This design comes from an exercise in tuning for a short achievable clock period and few clock cycles on the open sky130 flow, not from production work. Function was checked by simulation only, so behaviour that the tests miss may differ from the original. Power is estimated from default activity; no workload was simulated.

==> job 7454: inputs <==
// tsld_raster
module tsld_raster #(
    parameter W          = 32,
    parameter H          = 16,
    parameter FONT_COUNT = 95
) (
    input             clk,
    input             rst,
    input             cmd_valid,
    output            cmd_ready,
    input      [31:0] cmd_w0,
    input      [31:0] cmd_w1,
    input      [31:0] cmd_w2,
    input      [31:0] cmd_w3,
    output            pix_we,
    output      [4:0] pix_x,
    output      [3:0] pix_y,
    output     [23:0] pix_color,
    output            busy,
    output reg        halted,
    output reg  [3:0] fault_cause,
    output reg  [7:0] fault_op
);
==> flow/config.mk <==
export PLATFORM = sky130hd
export DESIGN_NAME = tsld_raster
export DESIGN_NICKNAME = tsld_raster
export VERILOG_FILES = /design/flow/design.v
export SDC_FILE = /design/flow/constraint.sdc
export NUM_CORES = 4
export LEC_CHECK = 0
export CAP_MARGIN = 20
export CORE_MARGIN = 2
export CORE_UTILIZATION = 35
export PLACE_DENSITY = 0.5
export SLEW_MARGIN = 20
export TNS_END_PERCENT = 100
==> flow/constraint.sdc <==
create_clock -name core_clock -period 16.0 [get_ports {clk}]
set_input_delay 3.2000 -clock core_clock [delete_from_list [all_inputs] [get_ports {clk}]]
set_output_delay 3.2000 -clock core_clock [all_outputs]
set_load 0.01 [all_outputs]
standard.sh (not shown) runs the stock make flow with config.mk's settings and CLKGATE_MAP_FILE= SYNTH_SCRIPT=/design/flow/synth_recipe.tcl, a recipe that flattens the netlist after the stock synthesis.
==> flow/flow/run.sh <==
#!/bin/bash
# Layout flow: the standard flow, with the standard synthesis unchanged,
# and a larger setup margin for the timing repair of the later steps (the
# clock period and all constraints stay the design's).
set -euo pipefail
bash standard.sh synth > flow_synth.log 2>&1
bash standard.sh SETUP_SLACK_MARGIN=11.5 finish > flow_finish.log 2>&1
==> job 8567 (differences from job 7454) <==
--- a/flow/design.v
+++ b/flow/design.v
@@ -167,13 +167,14 @@
     wire signed [17:0] d_cy = p1_y0;
     wire signed [17:0] d_cxpr = d_cx + d_cr;
     wire signed [17:0] d_cxmr = d_cx - d_cr;
     wire signed [17:0] d_cypr = d_cy + d_cr;
     wire signed [17:0] d_cymr = d_cy - d_cr;
     wire signed [19:0] d_err0 = 20'sd1 - d_cr;
-    wire        d_circ_ne = !d_cr[17];
+    wire        d_circ_ne = !d_cr[17] && !d_cxpr[17] && !(d_cxmr > 31)
+                            && !d_cypr[17] && !(d_cymr > 15);
     reg  [95:0] d_gm;
     reg  [29:0] d_gpos;
     reg   [5:0] d_gv;
     integer gi;
     always @(*) begin
         for (gi = 0; gi < 6; gi = gi + 1) begin : gcol
@@ -282,14 +283,13 @@
     wire signed [17:0] l_dxdy = {1'b0, e_dxmdy};
     wire        l_wrap = (e_err < l_dys);
     wire        ci_dec  = !c_err[19];
     wire signed [17:0] ci_d1 = ci_dec ? c_d - 18'sd2 : c_d - 18'sd1;
     wire signed [19:0] ci_err1 = ci_dec ? (c_err - (c_d <<< 1) + 20'sd6)
                                         : (c_err + (c_y <<< 1) + 20'sd3);
-    wire        ci_off  = c_first && ((c_lL > 18'sd31) || c_lR[17] || (c_ur1 > 18'sd15) || c_ur0[17]);
-    wire        ci_cont = !ci_d1[17] && !ci_off;
+    wire        ci_cont = !ci_d1[17];
     wire        ci_ucomp = ci_dec || !ci_cont;
     wire signed [17:0] ci_lr0 = c_lr0, ci_lr1 = c_lr1, ci_ur0 = c_ur0, ci_ur1 = c_ur1;
     wire signed [17:0] ci_lL = c_lL, ci_lR = c_lR, ci_uL = c_uL, ci_uR = c_uR;
     wire signed [17:0] ci_uL2 = c_uL2, ci_uR2 = c_uR2;
     wire        ci_lnz = e_filled ? (!(ci_lL > 18'sd31) && !ci_lR[17]) : (on32(ci_lL) || on32(ci_lR));
     wire        ci_unz = e_filled ? (!(ci_uL > 18'sd31) && !ci_uR[17])
@@ -387,13 +387,14 @@
             for (ei = 0; ei < 32; ei = ei + 1)
                 if (one[ei]) enc32 = enc32 | ei[4:0];
         end
     endfunction
     wire         em_adv  = !o_we || !em_rnz;
     wire         em_load = em_adv && f_ne;
-    wire [117:0] f_head  = f_mem[f_rp];
+    wire         em_byp  = em_adv && !f_ne && s_push;    
+    wire [117:0] f_head  = f_ne ? f_mem[f_rp] : s_seg;
     wire  [31:0] fh_mask = f_head[37:6];
     wire  [31:0] fh_one  = low32(fh_mask);
     wire  [31:0] fh_rest = fh_mask & ~fh_one;
     wire  [31:0] er_one  = low32(em_rest);
     wire  [31:0] er_rest = em_rest & ~er_one;
     wire   [4:0] fh_idx  = enc32(fh_one);
@@ -428,17 +429,17 @@
                 q_cnt <= q_cnt_n;
                 rdy   <= halted || (q_cnt_n != 2'd2);
             end
             p1_v <= d1_new || (p1_v && !pq_space);
             pq_cnt <= pq_cnt + (pq_push ? 2'd1 : 2'd0) - (pq_pop ? 2'd1 : 2'd0);
             e_act <= e_take || (e_act && !e_fin);
-            f_cnt <= f_cnt + (s_push ? 4'd1 : 4'd0) - (em_load ? 4'd1 : 4'd0);
-            if (s_push)  f_wp <= f_wp + 3'd1;
+            f_cnt <= f_cnt + ((s_push && !em_byp) ? 4'd1 : 4'd0) - (em_load ? 4'd1 : 4'd0);
+            if (s_push && !em_byp) f_wp <= f_wp + 3'd1;
             if (em_load) f_rp <= f_rp + 3'd1;
             if (em_adv) begin
-                o_we   <= f_ne;
+                o_we   <= f_ne || s_push;
                 em_rnz <= (fh_rest != 32'd0);
             end else begin
                 em_rnz <= (er_rest != 32'd0);
             end
             o_busy <= q_push || (q_cnt != 2'd0) || p1_v || (pq_cnt != 2'd0) || e_act
                       || f_ne || (o_we && em_rnz);
@@ -551,13 +552,13 @@
             c_d     <= ci_d1;
             c_err   <= ci_err1;
             c_first <= 1'b0;
             c_run   <= ci_cont;
         end
         if (e_act && e_kind == K_CIRC && b_free) begin
-            b_v    <= (c_run && !ci_off) ? ci_v : 4'd0;
+            b_v    <= c_run ? ci_v : 4'd0;
             b_lL   <= ci_lL;
             b_lR   <= ci_lR;
             b_uL   <= ci_uL;
             b_uR   <= ci_uR;
             b_uL2  <= ci_uL2;
             b_uR2  <= ci_uR2;
==> flow/flow/run.sh (replaced) <==
#!/bin/bash
# Layout flow: the standard flow, with the standard synthesis unchanged,
# and a larger setup margin for the timing repair of the later steps (the
# clock period and all constraints stay the design's).
set -euo pipefail
bash standard.sh synth > flow_synth.log 2>&1
bash standard.sh SETUP_SLACK_MARGIN=11 finish > flow_finish.log 2>&1
Settings changed: CORE_UTILIZATION 35 to 45, PLACE_DENSITY 0.5 to 0.6.
==> job 4261 (differences from job 7454) <==
--- a/flow/design.v
+++ b/flow/design.v
@@ -167,13 +167,14 @@
     wire signed [17:0] d_cy = p1_y0;
     wire signed [17:0] d_cxpr = d_cx + d_cr;
     wire signed [17:0] d_cxmr = d_cx - d_cr;
     wire signed [17:0] d_cypr = d_cy + d_cr;
     wire signed [17:0] d_cymr = d_cy - d_cr;
     wire signed [19:0] d_err0 = 20'sd1 - d_cr;
-    wire        d_circ_ne = !d_cr[17];
+    wire        d_circ_ne = !d_cr[17] && !d_cxpr[17] && !(d_cxmr > 31)
+                            && !d_cypr[17] && !(d_cymr > 15);
     reg  [95:0] d_gm;
     reg  [29:0] d_gpos;
     reg   [5:0] d_gv;
     integer gi;
     always @(*) begin
         for (gi = 0; gi < 6; gi = gi + 1) begin : gcol
@@ -282,14 +283,13 @@
     wire signed [17:0] l_dxdy = {1'b0, e_dxmdy};
     wire        l_wrap = (e_err < l_dys);
     wire        ci_dec  = !c_err[19];
     wire signed [17:0] ci_d1 = ci_dec ? c_d - 18'sd2 : c_d - 18'sd1;
     wire signed [19:0] ci_err1 = ci_dec ? (c_err - (c_d <<< 1) + 20'sd6)
                                         : (c_err + (c_y <<< 1) + 20'sd3);
-    wire        ci_off  = c_first && ((c_lL > 18'sd31) || c_lR[17] || (c_ur1 > 18'sd15) || c_ur0[17]);
-    wire        ci_cont = !ci_d1[17] && !ci_off;
+    wire        ci_cont = !ci_d1[17];
     wire        ci_ucomp = ci_dec || !ci_cont;
     wire signed [17:0] ci_lr0 = c_lr0, ci_lr1 = c_lr1, ci_ur0 = c_ur0, ci_ur1 = c_ur1;
     wire signed [17:0] ci_lL = c_lL, ci_lR = c_lR, ci_uL = c_uL, ci_uR = c_uR;
     wire signed [17:0] ci_uL2 = c_uL2, ci_uR2 = c_uR2;
     wire        ci_lnz = e_filled ? (!(ci_lL > 18'sd31) && !ci_lR[17]) : (on32(ci_lL) || on32(ci_lR));
     wire        ci_unz = e_filled ? (!(ci_uL > 18'sd31) && !ci_uR[17])
@@ -387,13 +387,14 @@
             for (ei = 0; ei < 32; ei = ei + 1)
                 if (one[ei]) enc32 = enc32 | ei[4:0];
         end
     endfunction
     wire         em_adv  = !o_we || !em_rnz;
     wire         em_load = em_adv && f_ne;
-    wire [117:0] f_head  = f_mem[f_rp];
+    wire         em_byp  = em_adv && !f_ne && s_push;    
+    wire [117:0] f_head  = f_ne ? f_mem[f_rp] : s_seg;
     wire  [31:0] fh_mask = f_head[37:6];
     wire  [31:0] fh_one  = low32(fh_mask);
     wire  [31:0] fh_rest = fh_mask & ~fh_one;
     wire  [31:0] er_one  = low32(em_rest);
     wire  [31:0] er_rest = em_rest & ~er_one;
     wire   [4:0] fh_idx  = enc32(fh_one);
@@ -428,17 +429,17 @@
                 q_cnt <= q_cnt_n;
                 rdy   <= halted || (q_cnt_n != 2'd2);
             end
             p1_v <= d1_new || (p1_v && !pq_space);
             pq_cnt <= pq_cnt + (pq_push ? 2'd1 : 2'd0) - (pq_pop ? 2'd1 : 2'd0);
             e_act <= e_take || (e_act && !e_fin);
-            f_cnt <= f_cnt + (s_push ? 4'd1 : 4'd0) - (em_load ? 4'd1 : 4'd0);
-            if (s_push)  f_wp <= f_wp + 3'd1;
+            f_cnt <= f_cnt + ((s_push && !em_byp) ? 4'd1 : 4'd0) - (em_load ? 4'd1 : 4'd0);
+            if (s_push && !em_byp) f_wp <= f_wp + 3'd1;
             if (em_load) f_rp <= f_rp + 3'd1;
             if (em_adv) begin
-                o_we   <= f_ne;
+                o_we   <= f_ne || s_push;
                 em_rnz <= (fh_rest != 32'd0);
             end else begin
                 em_rnz <= (er_rest != 32'd0);
             end
             o_busy <= q_push || (q_cnt != 2'd0) || p1_v || (pq_cnt != 2'd0) || e_act
                       || f_ne || (o_we && em_rnz);
@@ -551,13 +552,13 @@
             c_d     <= ci_d1;
             c_err   <= ci_err1;
             c_first <= 1'b0;
             c_run   <= ci_cont;
         end
         if (e_act && e_kind == K_CIRC && b_free) begin
-            b_v    <= (c_run && !ci_off) ? ci_v : 4'd0;
+            b_v    <= c_run ? ci_v : 4'd0;
             b_lL   <= ci_lL;
             b_lR   <= ci_lR;
             b_uL   <= ci_uL;
             b_uR   <= ci_uR;
             b_uL2  <= ci_uL2;
             b_uR2  <= ci_uR2;
==> flow/flow/run.sh (replaced) <==
#!/bin/bash
# Layout flow: the standard flow, with the standard synthesis unchanged,
# and a larger setup margin for the timing repair of the later steps (the
# clock period and all constraints stay the design's).
set -euo pipefail
bash standard.sh synth > flow_synth.log 2>&1
bash standard.sh SETUP_SLACK_MARGIN=11 finish > flow_finish.log 2>&1
==> comparison table <==
| quantity | job 7454 | job 8567 | job 4261 |
|---|---|---|---|
| Outcome | no timing/DRC/antenna violations | no timing/DRC/antenna violations | complete, but fails checks |
| Violated checks | - | - | antenna violations |
| Count of distinct cell types in the synthesized netlist | 98 | 114 | 114 |
| Internal Dissipation | 20.7 mW | 20.6 mW | 20.5 mW |
| Fraction of the yosys area taken by sequential cells | 53.6% | 52.5% | 52.5% |
| Net switching power | 16.9 mW | 17.5 mW | 17.0 mW |
| Worst-case setup slack after placement | 9.83 ns | 8.63 ns | 9.40 ns |
| Final cell area excluding filler cells | 162000 um^2 | 167000 um^2 | 168000 um^2 |
| Synthesized area divided by synthesized cell count | 11.1 um^2 | 11.0 um^2 | 11.0 um^2 |
| Launch instance of the worst register-to-register path | p1_kind[2] | p1_gsh[2] | e_gv[0] |
| Number of clock buffers inserted by TritonCTS | 302 | 291 | 302 |
| Total design power | 37.6 mW | 38.1 mW | 37.5 mW |
| Total power divided by cell area | 232 nW/um^2 | 228 nW/um^2 | 223 nW/um^2 |
| Detailed route wirelength on metal2 | 248000 um | 282000 um | 273000 um |
| Routing usage on met1 | 36.5% | 51.2% | 37.8% |
| Total number of vias | 109316 | 118895 | 114690 |
| Met3 wirelength from detailed routing | 39800 um | 58700 um | 42700 um |
Testbench counts of job 7454, summed over its fixed seeds: cycles 97,001.
Testbench counts of job 8567, summed over its fixed seeds: cycles 96,575.
Testbench counts of job 4261, summed over its fixed seeds: cycles 96,575.

## what the ideal ports hide
Ports are ideal in the flow. The routed layouts listed here were re-timed in OpenROAD. Step 1 (the two cells are an assumption about what drives the block):
set clk [get_ports {clk}]
set_driving_cell -lib_cell sky130_fd_sc_hd__clkbuf_16 $clk
set_driving_cell -lib_cell sky130_fd_sc_hd__buf_2 [delete_from_list [all_inputs] $clk]
Step 2 times the ports against the registers' clock, not the clock port: input delays grow and output delays shrink by t, the midpoint of the rising clock arrivals with the driver on. a / b / c = no drivers / after step 1 / after step 2; a / b = the first two.
| run | t, ns | setup slack, ns | worst data-port slew with drivers (ns) |
|---|---|---|---|
| job 7454 | 1.030 | 11.328 / 11.215 / 10.989 | 0.20 |
| job 8567 | 1.054 | 10.861 / 10.861 / 10.823 | 0.21 |
| job 4261 | 1.058 | 10.968 / 10.966 / 10.760 | 0.15 |
For job 7454, which loses most, drivers alone change the setup slack by -0.113 ns; drivers and shift together by -0.339 ns.
